What follows belongs to an exercise in optimizing a design on an open flow for small area, a short achievable clock period and few clock cycles per item; a production flow would make more cautious choices. The RTL was checked by simulation tests, not by an equivalence proof against the original design. No activity file was given, so power comes from the tool's default toggle rates.

File: design.v
`timescale 1ns/1ps
module doc4_thr (
    input  wire [2:0]  k,
    output wire [31:0] thr
);
    genvar i;
    generate
        for (i = 0; i < 32; i = i + 1) begin : g_bit
            assign thr[i] = (k > (i / 4));
        end
    endgenerate
endmodule
module doc4_best_class (
    input  wire [31:0] n,
    output reg  [2:0]  cls
);
    wire [7:0] ge;
    genvar k;
    assign ge[0] = 1'b1;
    generate
        for (k = 1; k < 8; k = k + 1) begin : g_ge
            assign ge[k] = (|n[31:4*k]) | (&n[4*k-1:0]);
        end
    endgenerate
    always @* begin
        cls[2] = ge[4];
        cls[1] = ge[6] | (ge[2] & ~ge[4]);
        cls[0] = ge[7] | (ge[5] & ~ge[6]) | (ge[3] & ~ge[4]) | (ge[1] & ~ge[2]);
    end
endmodule
module doc4_is_perm (
    input  wire [7:0] p,
    output wire       ok
);
    wire [1:0] p0 = p[1:0];
    wire [1:0] p1 = p[3:2];
    wire [1:0] p2 = p[5:4];
    wire [1:0] p3 = p[7:6];
    assign ok = (p0 != p1) && (p0 != p2) && (p0 != p3) &&
                (p1 != p2) && (p1 != p3) && (p2 != p3);
endmodule
module doc4_perm_codec (
    input  wire [4:0] code,
    output reg  [7:0] p,
    output reg  [7:0] q,
    output wire       valid
);
    wire [1:0] a = code[4:3];
    wire [1:0] b = code[2:1];
    wire       c = code[0];
    reg  [1:0] lo, hi, f0, f1;
    integer    i;
    assign valid = (a != b);
    always @* begin
        case ((a < b) ? {a, b} : {b, a})
            4'b0001: begin lo = 2'd2; hi = 2'd3; end
            4'b0010: begin lo = 2'd1; hi = 2'd3; end
            4'b0011: begin lo = 2'd1; hi = 2'd2; end
            4'b0110: begin lo = 2'd0; hi = 2'd3; end
            4'b0111: begin lo = 2'd0; hi = 2'd2; end
            default: begin lo = 2'd0; hi = 2'd1; end
        endcase
        f0 = c ? hi : lo;
        f1 = c ? lo : hi;
        if (!valid) begin
            p = 8'hE4;
            q = 8'hE4;
        end else begin
            p = {a, b, f1, f0};
            q = 8'h00;
            for (i = 0; i < 4; i = i + 1)
                q[2*p[2*i +: 2] +: 2] = i[1:0];
        end
    end
endmodule
module doc4_sort_perm (
    input  wire [127:0] t,
    output reg  [7:0]   perm
);
    reg [15:0] lt;
    reg [1:0]  mn, mx, p, q;
    integer    i, j;
    wire l01 = t[31:0]   < t[63:32];
    wire g01 = t[31:0]   > t[63:32];
    wire l02 = t[31:0]   < t[95:64];
    wire g02 = t[31:0]   > t[95:64];
    wire l03 = t[31:0]   < t[127:96];
    wire g03 = t[31:0]   > t[127:96];
    wire l12 = t[63:32]  < t[95:64];
    wire g12 = t[63:32]  > t[95:64];
    wire l13 = t[63:32]  < t[127:96];
    wire g13 = t[63:32]  > t[127:96];
    wire l23 = t[95:64]  < t[127:96];
    wire g23 = t[95:64]  > t[127:96];
    always @* begin
        lt = 16'd0;
        lt[4*0+1] = l01; lt[4*1+0] = g01;
        lt[4*0+2] = l02; lt[4*2+0] = g02;
        lt[4*0+3] = l03; lt[4*3+0] = g03;
        lt[4*1+2] = l12; lt[4*2+1] = g12;
        lt[4*1+3] = l13; lt[4*3+1] = g13;
        lt[4*2+3] = l23; lt[4*3+2] = g23;
        mn = 2'd0;
        mx = 2'd0;
        for (i = 1; i < 4; i = i + 1) begin
            if (lt[4*i + mn]) mn = i[1:0];
            if (lt[4*mx + i]) mx = i[1:0];
        end
        if (mn == mx) mx = 2'd1;
        case ({mn, mx})
            4'h1, 4'h4: begin p = 2'd2; q = 2'd3; end
            4'h2, 4'h8: begin p = 2'd1; q = 2'd3; end
            4'h3, 4'hC: begin p = 2'd1; q = 2'd2; end
            4'h6, 4'h9: begin p = 2'd0; q = 2'd3; end
            4'h7, 4'hD: begin p = 2'd0; q = 2'd2; end
            default:    begin p = 2'd0; q = 2'd1; end
        endcase
        if (lt[4*q + p])
            perm = {mx, p, q, mn};
        else
            perm = {mx, q, p, mn};
    end
endmodule
module doc4_csa #(parameter W = 34) (
    input  wire [W-1:0] a,
    input  wire [W-1:0] b,
    input  wire [W-1:0] c,
    output wire [W-1:0] s,
    output wire [W-1:0] cy
);
    wire [W-1:0] co = (a & b) | (a & c) | (b & c);
    assign s  = a ^ b ^ c;
    assign cy = {co[W-2:0], 1'b0};
endmodule
`timescale 1ns/1ps
module doc4_stage1 (
    input  wire [3:0]   op,
    input  wire [127:0] va,
    input  wire [7:0]   pa,
    input  wire [4:0]   code,
    input  wire [2:0]   k,
    output wire [127:0] x,
    output reg  [7:0]   perm,
    output reg  [3:0]   lane_en,
    output wire         err,       
    output wire         sum_wrap
);
    localparam [3:0] OP_THR = 4'h0, OP_CLS = 4'h1, OP_SORT = 4'h2, OP_PAPPLY = 4'h3,
                     OP_PENC = 4'h4, OP_PDEC = 4'h5, OP_PINV = 4'h6, OP_DFWD = 4'h7,
                     OP_DINV = 4'h8, OP_ENC = 4'hB, OP_DEC = 4'hC;
    wire is_thr = (op == OP_THR);
    wire is_sum = (op == OP_DINV) | (op == OP_DEC) | is_thr;
    wire pa_ok;
    doc4_is_perm u_isperm (.p(pa), .ok(pa_ok));
    wire [7:0] pdec, pinv;
    wire       code_ok;
    doc4_perm_codec u_codec (.code(code), .p(pdec), .q(pinv), .valid(code_ok));
    wire [7:0] sperm;
    doc4_sort_perm u_sort (.t(va), .perm(sperm));
    wire [31:0] thr;
    doc4_thr u_thr (.k(k), .thr(thr));
    wire [33:0] m0 = {2'd0, va[31:0]};
    wire [33:0] m1 = {2'd0, va[63:32]};
    wire [33:0] m2 = {2'd0, va[95:64]};
    wire [33:0] m3 = {2'd0, va[127:96]};
    wire [33:0] t  = {2'd0, thr};
    wire [33:0] a_s, a_c, b_s, b_c, c_s, c_c;
    doc4_csa u_csa_a (.a(m0),  .b(m1),  .c(t),  .s(a_s), .cy(a_c));
    doc4_csa u_csa_b (.a(a_s), .b(a_c), .c(m2), .s(b_s), .cy(b_c));
    doc4_csa u_csa_c (.a(b_s), .b(b_c), .c(m3), .s(c_s), .cy(c_c));
    wire [31:0] s0 = (va[31:0] & {32{~is_thr}}) + thr;
    wire [31:0] s1 = a_s[31:0] + a_c[31:0];
    wire [31:0] s2 = b_s[31:0] + b_c[31:0];
    wire [33:0] s3 = c_s + c_c;
    assign sum_wrap = |s3[33:32];
    assign x = is_sum ? {s3[31:0], s2, s1, s0} : va;
    always @* begin
        case (op)
            OP_SORT, OP_ENC:           perm = sperm;
            OP_PAPPLY, OP_PENC:        perm = pa;
            OP_PINV, OP_DEC:           perm = pinv;
            OP_PDEC:                   perm = pdec;
            default:                   perm = 8'hE4;
        endcase
        case (op)
            OP_THR, OP_CLS:                             lane_en = 4'b0001;
            OP_SORT, OP_PAPPLY, OP_DFWD, OP_DINV,
            OP_ENC, OP_DEC:                             lane_en = 4'b1111;
            default:                                    lane_en = 4'b0000;
        endcase
    end
    assign err = ((op == OP_PAPPLY) | (op == OP_PENC)) ? ~pa_ok : ~code_ok;
endmodule
module doc4_base_delta (
    input  wire [31:0] y0,
    output wire [31:0] d0,
    output wire [2:0]  cls
);
    doc4_best_class u_cls (.n(y0), .cls(cls));
    wire [31:0] z = y0 + 32'd1;
    genvar n;
    generate
        for (n = 0; n < 8; n = n + 1) begin : g_nib
            assign d0[4*n +: 4] = (cls == n) ? z[4*n +: 4] - 4'd1 : z[4*n +: 4];
        end
    endgenerate
endmodule
module doc4_stage2 (
    input  wire [3:0]   op,
    input  wire [127:0] x,
    input  wire [7:0]   perm,
    input  wire [3:0]   lane_en,
    input  wire [4:0]   code,
    input  wire [2:0]   k,
    input  wire         err,
    input  wire         sum_wrap,
    output wire [127:0] vz,
    output reg  [7:0]   pz,
    output reg  [7:0]   bz,
    output reg  [7:0]   cz,
    output reg  [7:0]   st
);
    localparam [3:0] OP_THR = 4'h0, OP_CLS = 4'h1, OP_SORT = 4'h2, OP_PAPPLY = 4'h3,
                     OP_PENC = 4'h4, OP_PDEC = 4'h5, OP_PINV = 4'h6, OP_DFWD = 4'h7,
                     OP_DINV = 4'h8, OP_HPACK = 4'h9, OP_HUNPK = 4'hA, OP_ENC = 4'hB,
                     OP_DEC = 4'hC;
    wire sub = (op == OP_DFWD) | (op == OP_ENC);
    reg [127:0] y;
    integer i, j;
    always @* begin
        y = 128'd0;
        for (i = 0; i < 4; i = i + 1)
            for (j = 0; j < 4; j = j + 1)
                if (lane_en[i] && perm[2*i +: 2] == j)
                    y[32*i +: 32] = y[32*i +: 32] | x[32*j +: 32];
    end
    wire [2:0]  cls;
    wire [31:0] bd;
    doc4_base_delta u_bd (.y0(y[31:0]), .d0(bd), .cls(cls));
    wire [31:0] b1 = sub ? y[31:0]  : 32'd0;
    wire [31:0] b2 = sub ? y[63:32] : 32'd0;
    wire [31:0] b3 = sub ? y[95:64] : 32'd0;
    wire [32:0] d1 = {1'b0, y[63:32]}  - {1'b0, b1};
    wire [32:0] d2 = {1'b0, y[95:64]}  - {1'b0, b2};
    wire [32:0] d3 = {1'b0, y[127:96]} - {1'b0, b3};
    wire dwrap = d1[32] | d2[32] | d3[32];
    wire [31:0] d0 = sub ? bd : (op == OP_CLS) ? 32'd0 : y[31:0];
    assign vz = {d3[31:0], d2[31:0], d1[31:0], d0};
    wire [4:0] penc = {perm[7:4], perm[1:0] > perm[3:2]};
    always @* begin
        pz = 8'd0;
        bz = 8'd0;
        cz = 8'd0;
        st = 8'd0;
        case (op)
            OP_CLS:    cz[2:0] = cls;
            OP_SORT:   pz = perm;
            OP_PAPPLY: st[1] = err;
            OP_PENC:   begin bz[4:0] = penc; st[1] = err; end
            OP_PDEC:   begin pz = perm; st[0] = err; end
            OP_PINV:   begin pz = perm; st[0] = err; end
            OP_DFWD:   begin cz[2:0] = cls; st[2] = dwrap; end
            OP_DINV:   st[2] = sum_wrap;
            OP_HPACK:  begin bz = {k, code}; st[0] = err; end
            OP_HUNPK:  begin bz[4:0] = code; cz[2:0] = k; st[0] = err; end
            OP_ENC:    begin pz = perm; cz[2:0] = cls; bz = {cls, penc}; end
            OP_DEC:    begin
                pz = perm; bz[4:0] = code; cz[2:0] = k;
                st[0] = err; st[2] = sum_wrap;
            end
            OP_THR:    ;
            default:   st[3] = 1'b1;
        endcase
    end
endmodule
`timescale 1ns/1ps
module doc4_top (
    input  wire         clk,
    input  wire         rst,
    input  wire         in_valid,
    output wire         in_ready,
    input  wire [3:0]   op,
    input  wire [127:0] va,
    input  wire [7:0]   pa,
    input  wire [7:0]   ba,
    input  wire [7:0]   bb,
    output reg          out_valid,
    output reg  [127:0] vz,
    output reg  [7:0]   pz,
    output reg  [7:0]   bz,
    output reg  [7:0]   cz,
    output reg  [7:0]   st
);
    assign in_ready = 1'b1;
    reg         r_valid;
    reg [3:0]   r_op;
    reg [127:0] r_va;
    reg [7:0]   r_pa;
    reg [4:0]   r_code;
    reg [2:0]   r_k;
    always @(posedge clk) begin
        if (rst) r_valid <= 1'b0;
        else     r_valid <= in_valid;
        r_op   <= op;
        r_va   <= va;
        r_pa   <= pa;
        r_code <= ba[4:0];
        r_k    <= (op == 4'hC || op == 4'hA) ? ba[7:5] : bb[2:0];
    end
    wire [127:0] s1_x;
    wire [7:0]   s1_perm;
    wire [3:0]   s1_en;
    wire         s1_err, s1_wrap;
    doc4_stage1 u_s1 (
        .op(r_op), .va(r_va), .pa(r_pa), .code(r_code), .k(r_k),
        .x(s1_x), .perm(s1_perm), .lane_en(s1_en), .err(s1_err), .sum_wrap(s1_wrap)
    );
    reg         m_valid;
    reg [3:0]   m_op;
    reg [127:0] m_x;
    reg [7:0]   m_perm;
    reg [4:0]   m_code;
    reg [3:0]   m_en;
    reg [2:0]   m_k;
    reg         m_err, m_wrap;
    always @(posedge clk) begin
        if (rst) m_valid <= 1'b0;
        else     m_valid <= r_valid;
        m_op   <= r_op;
        m_x    <= s1_x;
        m_perm <= s1_perm;
        m_en   <= s1_en;
        m_code <= r_code;
        m_k    <= r_k;
        m_err  <= s1_err;
        m_wrap <= s1_wrap;
    end
    wire [127:0] f_vz;
    wire [7:0]   f_pz, f_bz, f_cz, f_st;
    doc4_stage2 u_s2 (
        .op(m_op), .x(m_x), .perm(m_perm), .lane_en(m_en), .code(m_code), .k(m_k),
        .err(m_err), .sum_wrap(m_wrap),
        .vz(f_vz), .pz(f_pz), .bz(f_bz), .cz(f_cz), .st(f_st)
    );
    always @(posedge clk) begin
        if (rst) out_valid <= 1'b0;
        else     out_valid <= m_valid;
        vz <= f_vz;
        pz <= f_pz;
        bz <= f_bz;
        cz <= f_cz;
        st <= f_st;
    end
endmodule
File: run.sh
#!/bin/bash
# synth_recipe.tcl (not shown) runs the flow's synth.tcl, then flattens the netlist and writes it again
# the make line also repeats each setting of config.mk as NAME=value (left out here)
make -C /OpenROAD-flow-scripts/flow DESIGN_CONFIG=/design/flow/config.mk WORK_HOME=/design/flow/orfs CLKGATE_MAP_FILE= SYNTH_SCRIPT=/design/flow/synth_recipe.tcl finish
File: config.mk
export PLATFORM = sky130hd
export DESIGN_NAME = doc4_top
export DESIGN_NICKNAME = doc4_top
export VERILOG_FILES = /design/flow/design.v
export SDC_FILE = /design/flow/constraint.sdc
export NUM_CORES = 4
export LEC_CHECK = 0
export CAP_MARGIN = 20
export CORE_MARGIN = 2
export CORE_UTILIZATION = 30
export SLEW_MARGIN = 20
File: constraint.sdc
create_clock -name core_clock -period 22.0 [get_ports {clk}]
set_input_delay 4.4000 -clock core_clock [delete_from_list [all_inputs] [get_ports {clk}]]
set_output_delay 4.4000 -clock core_clock [all_outputs]
set_load 0.01 [all_outputs]
==> results.txt <==
## kinds of logic (layout without fill, tap and decap cells)
| group | Yosys count | in the layout | share of synthesized area (%) |
|---|---|---|---|
| AO/OA/AOI/OAI | 1139 | 1139 | 22.94 |
| AND/OR/NAND/NOR | 1038 | 1038 | 14.81 |
| adder cells (fa/ha/maj) | 536 | 536 | 21.89 |
| flip-flops | 454 | 454 | 26.70 |
| buffers and inverters | 321 | 616 | 3.809 |
| XOR/XNOR | 256 | 256 | 6.588 |
| multiplexers | 66 | 66 | 3.235 |
| other | 2 | 20 | 0.02207 |
## power breakdown
part | switching, mW | internal, mW | leakage, nW | total, mW
registers | 0.139 | 1.00 | 3.82 | 1.14
clock network | 0.388 | 0.509 | 0.848 | 0.896
logic | 1.22 | 1.01 | 12.7 | 2.23
total | 1.74 | 2.52 | 17.4 | 4.26
## worst min-delay path by stage
stage	end	depth (start not counted)
after floorplan	m_code[0]$_DFF_P_	0
after global placement	m_op[0]$_DFF_P_	0
after detailed placement	m_op[0]$_DFF_P_	0
after CTS	m_op[0]$_DFF_P_	0
after global routing	m_op[0]$_DFF_P_	0
final	m_op[0]$_DFF_P_	0
## state kept, by name, indices dropped and copies added (netlist names)
register and cells:
r_va 128, m_code 5, r_op 4, m_x 128
m_perm 8, m_en 2, pz 8, r_k 3
r_code 5, m_op 4, out_valid 1, r_valid 1
cz 3, m_valid 1, m_wrap 1, st 4
m_k 3, bz 8, m_err 1, r_pa 8
vz 128
## metrics by stage
| stage | hold slack, ns | setup slack, ns | area (µm²) |
|---|---|---|---|
| finish | 0.4203 | 15.46 | 40460 |
| global route | 0.4241 | 15.08 | 40450 |
| CTS | 0.4238 | 15.45 | 40450 |
| detailed placement | 0.4112 | 15.53 | 38670 |
| global placement | 0.4103 | 15.54 | 38670 |
| floorplan | 0.3290 | 16.81 | 34080 |
## layer usage
metal / wire length [µm] / vias up / global-route usage (%)
li1: - / 14470 / -
met1: 53390 / 13910 / 26.23
met2: 49670 / 792 / 30.12
met3: 6102 / 112 / 2.518
met4: 3450 / 0 / 6.094
met5: 0 / - / 0
## synth_stat cells, types with 100 or more instances
| cell type | instances |
|---|---|
| a22o_1 | 100 |
| xor2_1 | 110 |
| clkbuf_1 | 103 |
| inv_1 | 187 |
| dfxtp_1 | 454 |
| a21o_1 | 132 |
| ha_1 | 437 |
| nand2_1 | 384 |
| o21ai_0 | 252 |
| nor2_1 | 195 |
| xnor2_1 | 146 |
| a21oi_1 | 235 |
## area by class of cell
class                           instances  area, µm²
Fill cell                           11380      72040
Multi-Input combinational cell       3050      23750
Sequential cell                       454       9091
Timing Repair Buffer                  331       3248
Tap cell                             1500       1877
Clock buffer                           64       1396
Inverter                              189      709.4
Clock inverter                         32      377.9
Antenna cell                            5      12.51
==> qor.yml <==
via_per_inst: 5.207
critPathSlowestCell: "a2111oi_0"
grt_pass1_vias: 28540
overflow: 0
wl_per_cell_um: 20.02
finalHoldViolCount: 0
mostFrequentLayoutCell: "dfxtp_1"
synthToLayoutAreaGrowth_pct: 18.88
r2r_end: "m_wrap$_DFF_P_"
cts-buffers-inserted: 52
crit_type: "reg -> reg"
path_common_cell: "fa_1"
reg2reg_depth: 20
irDropWorstVdd_v: 0.00005939
rsz0062_at_grt: "no"
clk_pin_slew_ns: 0.07
htree_levels: 2
r2r_setup_slack_ns: 15.46
critPathArrivalTime_ns: 7.08
setup_viol: 0
fin_cells: 5625
cts_sinks: 454
wl_mm: 112.6
cts.path.max_buffers: 3
critPathRequiredTime_ns: 22.54
clock.fmax_mhz: 152.9
drtAntennaViolNets: 0
fin_skew_ns: 0.03451
cts_resized: 0
synth_area_leader_cell: "dfxtp_1"
first_iter_violations: 1850
crit_family: "compound AO/OA/AOI/OAI gates"
synth_cell_types: 99
netlist.area_leader.share_pct: 26.70
place.gp.congestion: 0.9063
portBuffers: 305
synth_edf_count: 0
root_buffer: "clkbuf_16"
tightest_slew_ns: 0.9567
final_nets: 4773
cp_max_fo: 15
die_h_um: 340.8
clk_latency_ns: 0.68
cp-end-kind: "register"
min_period_ns: 6.542
dp_hpwl_mm: 93.28
ys_seq_area_share_pct: 26.70
syn_area_um2: 34030
cellPowerDensity_nw_per_um2: 105.4
setup-tns-final_ns: 0
slew_violations: 0
critPathLaunch: "r_k[2]$_DFF_P_"
min_path_type: "reg -> reg"
rows: 123
final_cell_mix: "dfxtp_1, ha_1, nand2_1, clkdlybuf4s50_1, o21ai_0"
synthTopCellsByArea: "dfxtp_1, ha_1, fa_1, nand2_1, xnor2_1"
drtPass1Iterations: 6
fin_total_pwr_mw: 4.265
crit_end: "m_wrap$_DFF_P_"
start_kind: "register"
ioPinCount: 321
drv_cap: 0
slew_headroom_pct: 35.63
postSynth.asyncResetShare_pct: 0
initial_core_util_pct: 30.25
grt_first_pass_wirelength_mm: 169.9
yosys_register_bits: 454
drc: 0
dpl.cell_count: 5524
synth_flop_cell: "dfxtp_1"
vias: 29290
slowest_delay_ns: 0.66
synth_warnings: 6
die_area_um2: 116200
core_um2: 112500
cts_tree: "built"
holdBufCountCts: 0
synth_area_per_cell_um2: 8.928
crit_cells: 20
antenna_found_initial: 11
grt_max_degree: 89
path_cells: "buf_4 > or3_1 > inv_1 > fa_1 > inv_1 > fa_1 > fa_1 > ha_1 > a211o_1 > a2111oi_0 > o31ai_1 > o21ai_1 > a31oi_1 > a21o_1 > a21o_1 > a31oi_1 > o21ai_0 > a211o_1 > o21ai_0 > a32oi_1"
track_usage_pct: 18.87
layout-drive-gt1-share_pct: 5.752
post-route-period-util_pct: 29.74
leakage_nw: 17.40
post-route-util_pct: 35.96
cp_num_buf_inv: 3
post_cts_buffers: 0
rr_startpoint: "r_k[2]$_DFF_P_"
status: "finished clean"
die_x_um: 340.8
synth_cells: 3812
holdCritStartpoint: "r_op[0]$_DFF_P_"
Testbench counts, summed over its fixed seeds: cycles 24,016, items 24,000.

-- what the ideal ports hide --
The results above use ideal ports. As a check the final layout listed here was re-extracted and re-timed, cells and wires unchanged. Step 1, drivers: a clkbuf_16 drives clk and a buf_2 each remaining input, both assumed. Step 2 times the ports against the registers' clock, not the clock port: input delays grow and output delays shrink by t, the midpoint of the rising clock arrivals with the driver on. Slacks: ideal / step 1 / step 2; pairs: ideal / step 1.
t (ns): 0.728
setup WS [ns]: 15.458 / 15.458 / 15.458
worst hold slack (ns): 0.420 / 0.420 / 0.420
After both steps setup and hold are still met in this run. The setup slack of this run moves by 0.000 ns with the drivers and by 0.000 ns with both steps.
